Background: an optimization exercise with open tools, aiming at small area, a short achievable clock period and few clock cycles. Do not read the settings as production practice. In this exercise RTL edits were held to simulation tests only and were not proved equivalent to the original. Power and IR drop assume default switching activity.

==> flow/config.mk <==
export PLATFORM = sky130hd
export DESIGN_NAME = pct_powmod
export DESIGN_NICKNAME = pct_powmod
export VERILOG_FILES = /design/flow/design.v
export SDC_FILE = /design/flow/constraint.sdc
export NUM_CORES = 4
export LEC_CHECK = 0
export CAP_MARGIN = 20
export CORE_MARGIN = 2
export CORE_UTILIZATION = 35
export SLEW_MARGIN = 20
==> flow/constraint.sdc <==
create_clock -name core_clock -period 11.0 [get_ports {clk}]
set_input_delay 2.2000 -clock core_clock [delete_from_list [all_inputs] [get_ports {clk}]]
set_output_delay 2.2000 -clock core_clock [all_outputs]
set_load 0.01 [all_outputs]
==> flow/design.v <==
module pct_powmod #(
    parameter W = 128
) (
    input  wire         clk,
    input  wire         rst,         
    input  wire         start,       
    input  wire         base_neg,
    input  wire [W-1:0] base,
    input  wire         exp_neg,
    input  wire [W-1:0] expo,
    input  wire         mod_neg,
    input  wire [W-1:0] modulus,
    output wire         ready,
    output reg          done,        
    output reg  [W-1:0] result,
    output reg          err
);
    localparam CW = $clog2(W + 1);
    localparam [2:0] S_IDLE = 3'd0,
                     S_RED  = 3'd1,    
                     S_SKIP = 3'd2,    
                     S_NEXT = 3'd3,    
                     S_SQR  = 3'd4,    
                     S_MUL  = 3'd5,    
                     S_FIN  = 3'd6;    
    reg [2:0]    state;
    reg [W-1:0]  m_r;         
    reg [W-1:0]  bm_r;        
    reg [W-1:0]  e_r;         
    reg [CW-1:0] ecnt;        
    reg [W-1:0]  res;         
    reg [W-1:0]  mm_a;        
    reg [W-1:0]  mm_b;        
    reg [W-1:0]  acc;         
    reg [CW-1:0] mcnt;        
    assign ready = (state == S_IDLE);
    wire [W+1:0] t    = {1'b0, acc, 1'b0} + (mm_a[W-1] ? {2'b00, mm_b} : {(W+2){1'b0}});
    wire [W+2:0] t_m  = {1'b0, t} - {3'b000, m_r};
    wire [W+2:0] t_2m = {1'b0, t} - {2'b00, m_r, 1'b0};
    wire [W-1:0] acc_next = !t_2m[W+2] ? t_2m[W-1:0] :
                            !t_m[W+2]  ? t_m[W-1:0]  : t[W-1:0];
    wire         mm_last = (mcnt == 1);
    wire in_err = (base_neg && base != 0) || (exp_neg && expo != 0) ||
                  mod_neg || modulus == 0;
    always @(posedge clk) begin
        if (rst) begin
            state  <= S_IDLE;
            done   <= 1'b0;
            err    <= 1'b0;
            result <= {W{1'b0}};
        end else begin
            done <= 1'b0;
            case (state)
            S_IDLE: begin
                if (start) begin
                    m_r  <= modulus;
                    e_r  <= expo;
                    ecnt <= W[CW-1:0];
                    if (in_err) begin
                        err    <= 1'b1;
                        result <= {W{1'b0}};
                        state  <= S_FIN;
                    end else if (expo == 0) begin
                        err    <= 1'b0;
                        result <= {{(W-1){1'b0}}, 1'b1};
                        state  <= S_FIN;
                    end else begin
                        err   <= 1'b0;
                        mm_a  <= base;
                        mm_b  <= {{(W-1){1'b0}}, 1'b1};
                        acc   <= {W{1'b0}};
                        mcnt  <= W[CW-1:0];
                        state <= S_RED;
                    end
                end
            end
            S_FIN: begin
                done  <= 1'b1;
                state <= S_IDLE;
            end
            S_RED: begin
                acc  <= acc_next;
                mm_a <= mm_a << 1;
                mcnt <= mcnt - 1'b1;
                if (mm_last) begin
                    bm_r  <= acc_next;
                    res   <= acc_next;
                    state <= S_SKIP;
                end
            end
            S_SKIP: begin
                e_r  <= e_r << 1;
                ecnt <= ecnt - 1'b1;
                if (e_r[W-1])
                    state <= S_NEXT;
            end
            S_NEXT: begin
                if (ecnt == 0) begin
                    result <= res;
                    done   <= 1'b1;
                    state  <= S_IDLE;
                end else begin
                    mm_a  <= res;
                    mm_b  <= res;
                    acc   <= {W{1'b0}};
                    mcnt  <= W[CW-1:0];
                    state <= S_SQR;
                end
            end
            S_SQR: begin
                acc  <= acc_next;
                mm_a <= mm_a << 1;
                mcnt <= mcnt - 1'b1;
                if (mm_last) begin
                    res <= acc_next;
                    if (e_r[W-1]) begin
                        mm_a  <= acc_next;
                        mm_b  <= bm_r;
                        acc   <= {W{1'b0}};
                        mcnt  <= W[CW-1:0];
                        state <= S_MUL;
                    end else begin
                        e_r   <= e_r << 1;
                        ecnt  <= ecnt - 1'b1;
                        state <= S_NEXT;
                    end
                end
            end
            S_MUL: begin
                acc  <= acc_next;
                mm_a <= mm_a << 1;
                mcnt <= mcnt - 1'b1;
                if (mm_last) begin
                    res   <= acc_next;
                    e_r   <= e_r << 1;
                    ecnt  <= ecnt - 1'b1;
                    state <= S_NEXT;
                end
            end
            default: state <= S_IDLE;
            endcase
        end
    end
endmodule
==> flow/run.sh <==
#!/bin/bash
# synth_recipe.tcl (not shown) runs the flow's synth.tcl, then flattens the netlist and writes it again
# the make line also repeats each setting of config.mk as NAME=value (left out here)
make -C /OpenROAD-flow-scripts/flow DESIGN_CONFIG=/design/flow/config.mk WORK_HOME=/design/flow/orfs CLKGATE_MAP_FILE= SYNTH_SCRIPT=/design/flow/synth_recipe.tcl finish
==> reports/results.ini <==
[outcome]
outcome=complete, no violations

[synth]
synthCells=7375
ys.flop_type=edfxtp_1
synth-xor-area-share_pct=4.704
syn_avg_cell_area_sq_um=9.367
ys_warn_count=1
synth_top_family_by_area=compound AO/OA/AOI/OAI gates
ys_async_sr_fraction_pct=0
ys_types=92
synth_area_leaders=edfxtp_1 40%, ha_1 7.0%, a21oi_1 6.0%, nand2_1 4.1%, dfxtp_1 3.9%
yosys.area.top_type_share_pct=39.64
synthAdderAreaFrac_pct=7.097
synth_top_cell_by_area=edfxtp_1
synth_edf_count=912
yosysMostFrequentCell=edfxtp_1
syn_nets=8155
yosys.area_share.simple_pct=16.11
syn-cell-area_sq_um=69080
yosys-top-cells-count=912 x edfxtp_1, 824 x a21oi_1, 746 x nand2_1
synthMuxAreaShare_pct=1.148
synth.ff_latch_count=1045
ys_seq_area_share_pct=43.50
synth_compound_area_share_pct=23.21

[die]
dieArea_sq_um=200900
num_rows=163
initial_core_util_pct=35.10
core_area_sq_um=196800
fp.dieW_um=448.3
io_pins=521
die_y_um=448.3

[pwr]
power_leakage_uw=0.02990
power_per_cell_area_nw_per_um2=349.1
ir_drop_mv=0.2230

[global_routing]
grt_start_max_net_pins=212
first_global_vias=58440
grt_pass1_wl_um=437000
track_usage_pct=30.21
overflow=0
grt_antenna_before_repair=19

[min_path]
hold-path-cell-count=2
hp-class=reg -> reg

[clocking]
tritoncts=yes
cts_resized=0
post-cts-setup-buffers=0
cts_buffers=114
root_buffer=clkbuf_16
htreeDepth=3
clock_path_buffers=3
clk_latency_ns=0.82
path_clk_slew_ns=0.06
hold_buffers=0
clkSinkCount=1045

[critical_path]
max_stage_delay_ns=0.90
critPathMostFrequentCell=a21oi_1
crit_path_end_kind=register
required_ns=11.67
ff2ff_path_depth=29
cp_slowest_cell=xor2_1
worstSetupStartpointType=register
critical_path_class=reg -> reg
worstPathArrival_ns=10.81
path_max_fanout=47

[routing]
via_count=64000
drt_pass1_iterations=9
drc=0
wirelength_um=314500
ant_nets=0
viasPerCell=6.103
first_iter_violations=9700
wl_per_cell_um=29.99

[placed_design]
globalplace.congestion=1.002
dpl_worst_slack_ns=1.234
post_dp_cell_area_sq_um=77490
io_buffer_count=520
dp_hpwl_um=250400

[timing]
hold_viol=0
layout_setup_ws_ns=0.8564
rsz0062_at_grt=false
worstMarginPinSlew_ns=1.155
fin_skew_ns=0.06803
relSlewSlack_pct=20.82
timing.fmax_ghz=0.09858
fin_crit_ns=10.14
slew_violations=0
setup_viol=0
finalCritPeriodShare_pct=92.21

[cells_and_area]
regArea_sq_um=30050
syn2layout_area_growth_pct=17.75
final_nets=8516
design_area_sq_um=81340
multiInputGateArea_sq_um=36310
nFillCells=19380
drive_above_1_share_pct=5.490

[job]
drv_cap=0

[state kept, by name, summed over array words and instances (netlist names)]
signal	cells
done	1
mm_b	128
mcnt	8
res	128
bm_r	128
acc	128
state	3
ecnt	8
result	128
mm_a	128
e_r	128
m_r	128
err	1
[area by class of cell]
type | count | share of cell area, %
Multi-Input combinational cell | 5576 | 44.64
Antenna cell | 14 | 0.04307
Clock buffer | 154 | 3.906
Inverter | 305 | 1.407
Tap cell | 2640 | 4.061
Sequential cell | 1045 | 36.94
Clock inverter | 59 | 0.7537
Timing Repair Buffer | 694 | 8.248
[path summary, 6_finish.rpt]
path | to | startpoint | slack, ns
setup / recovery | mm_a[63] | mm_a[127] | 0.86
hold / removal | result[31] | result[31] | 0.45
setup reg to reg | mm_a[63] | mm_a[127] | 0.86
hold reg to reg | result[31] | result[31] | 0.45
[report_power, final]
group | leakage (uW) | internal [uW] | total [uW] | switching [uW]
clock | 0.00186 | 2200 | 3950 | 1740
sequential | 0.00950 | 5610 | 5800 | 190
combinational | 0.0185 | 5510 | 18700 | 13100
[per-layer routing]
| metal | wire (um) | global-route usage (%) | vias up |
|---|---|---|---|
| met3 | 36860 | 7.055 | 293 |
| met5 | 54 | 0 | - |
| met1 | 152100 | 49.21 | 31530 |
| met4 | 6791 | 6.387 | 8 |
| li1 | - | - | 28630 |
| met2 | 118700 | 39.10 | 3542 |
[logic make-up (layout without fill, tap and decap cells)]
logic type / after synthesis / after routing
flip-flops: 1045 / 1045
multiplexers: 78 / 78
buffers and inverters: 754 / 1212
adder cells (fa/ha/maj): 390 / 390
other: 0 / 14
AO/OA/AOI/OAI: 2434 / 2434
XOR/XNOR: 371 / 371
AND/OR/NAND/NOR: 2303 / 2303
[through the flow]
| step | hold slack (ns) | std cells | setup TNS, ns | total power (uW) | util (%) |
|---|---|---|---|---|---|
| after floorplan | 0.4761 | 7375 | -124.52 | 15910 | - |
| after global placement | 0.4403 | 10260 | 0 | 23630 | 39.37 |
| after detailed placement | 0.4436 | 10260 | 0 | 23580 | 39.37 |
| after CTS | 0.4516 | 10470 | 0 | 27570 | 41.30 |
| after global routing | 0.4640 | 10480 | 0 | 29470 | 41.32 |
| final | 0.4508 | 10490 | 0 | 28400 | 41.33 |
[critical path, delay by kind of cell, from the launching register on]
family / cells / cell delay [ns]
AO/OA/AOI/OAI: 19 / 5.92
XOR/XNOR: 1 / 0.90
adder cells (fa/ha/maj): 2 / 0.97
buffers and inverters: 4 / 1.04
flip-flops: 1 / 0.58
AND/OR/NAND/NOR: 3 / 0.49
[layout by cell type (no fill, tap or decap), types with 26 or more instances in the layout]
master and instances:
a211oi_1 53, a21boi_0 33, a21o_1 163, a21oi_1 823, a221o_1 43, a221oi_1 26
a222oi_1 82, a22o_1 286, a31oi_1 47, and2_1 233, and3_1 27, buf_4 159
clkbuf_1 26, clkbuf_16 117, clkdlybuf4s50_1 519, dfxtp_1 133, edfxtp_1 912, ha_1 387
inv_1 304, mux2i_1 70, nand2_1 746, nand2b_1 31, nand3_1 196, nand4_1 220
nor2_1 440, nor2b_1 34, nor3_1 121, nor4_1 140, o211ai_1 39, o21a_1 89
o21ai_0 360, o21ai_1 56, o21bai_1 122, o31ai_1 38, or3_1 37, xnor2_1 225
xor2_1 146
Testbench counts, summed over its fixed seeds: cycles 1,987,240.

## what the ideal ports hide
No port has a modelled driver above. Below, the same layout with a new extraction and two added sets of constraints.
Step 1 (the two cells are an assumption about what drives the block):
set clk [get_ports {clk}]
set_driving_cell -lib_cell sky130_fd_sc_hd__clkbuf_16 $clk
set_driving_cell -lib_cell sky130_fd_sc_hd__buf_2 [delete_from_list [all_inputs] $clk]
Step 2 also shifts input and output timing later by t, the mid clock arrival at the registers, as if the neighbouring blocks saw the same clock.
Three values: ideal, step 1, step 2; two values: the first two.
shift t [ns]: 0.873
slack for setup (ns): 0.856 / 0.856 / 0.856
worst setup path at the end: register to register
clock arrival spread, ns: 0.068 / 0.068
worst slew at a driven data input, ns: 0.17
After both steps setup and hold are still met in this run. The setup slack of this run moves by 0.000 ns with the drivers and by 0.000 ns with both steps.
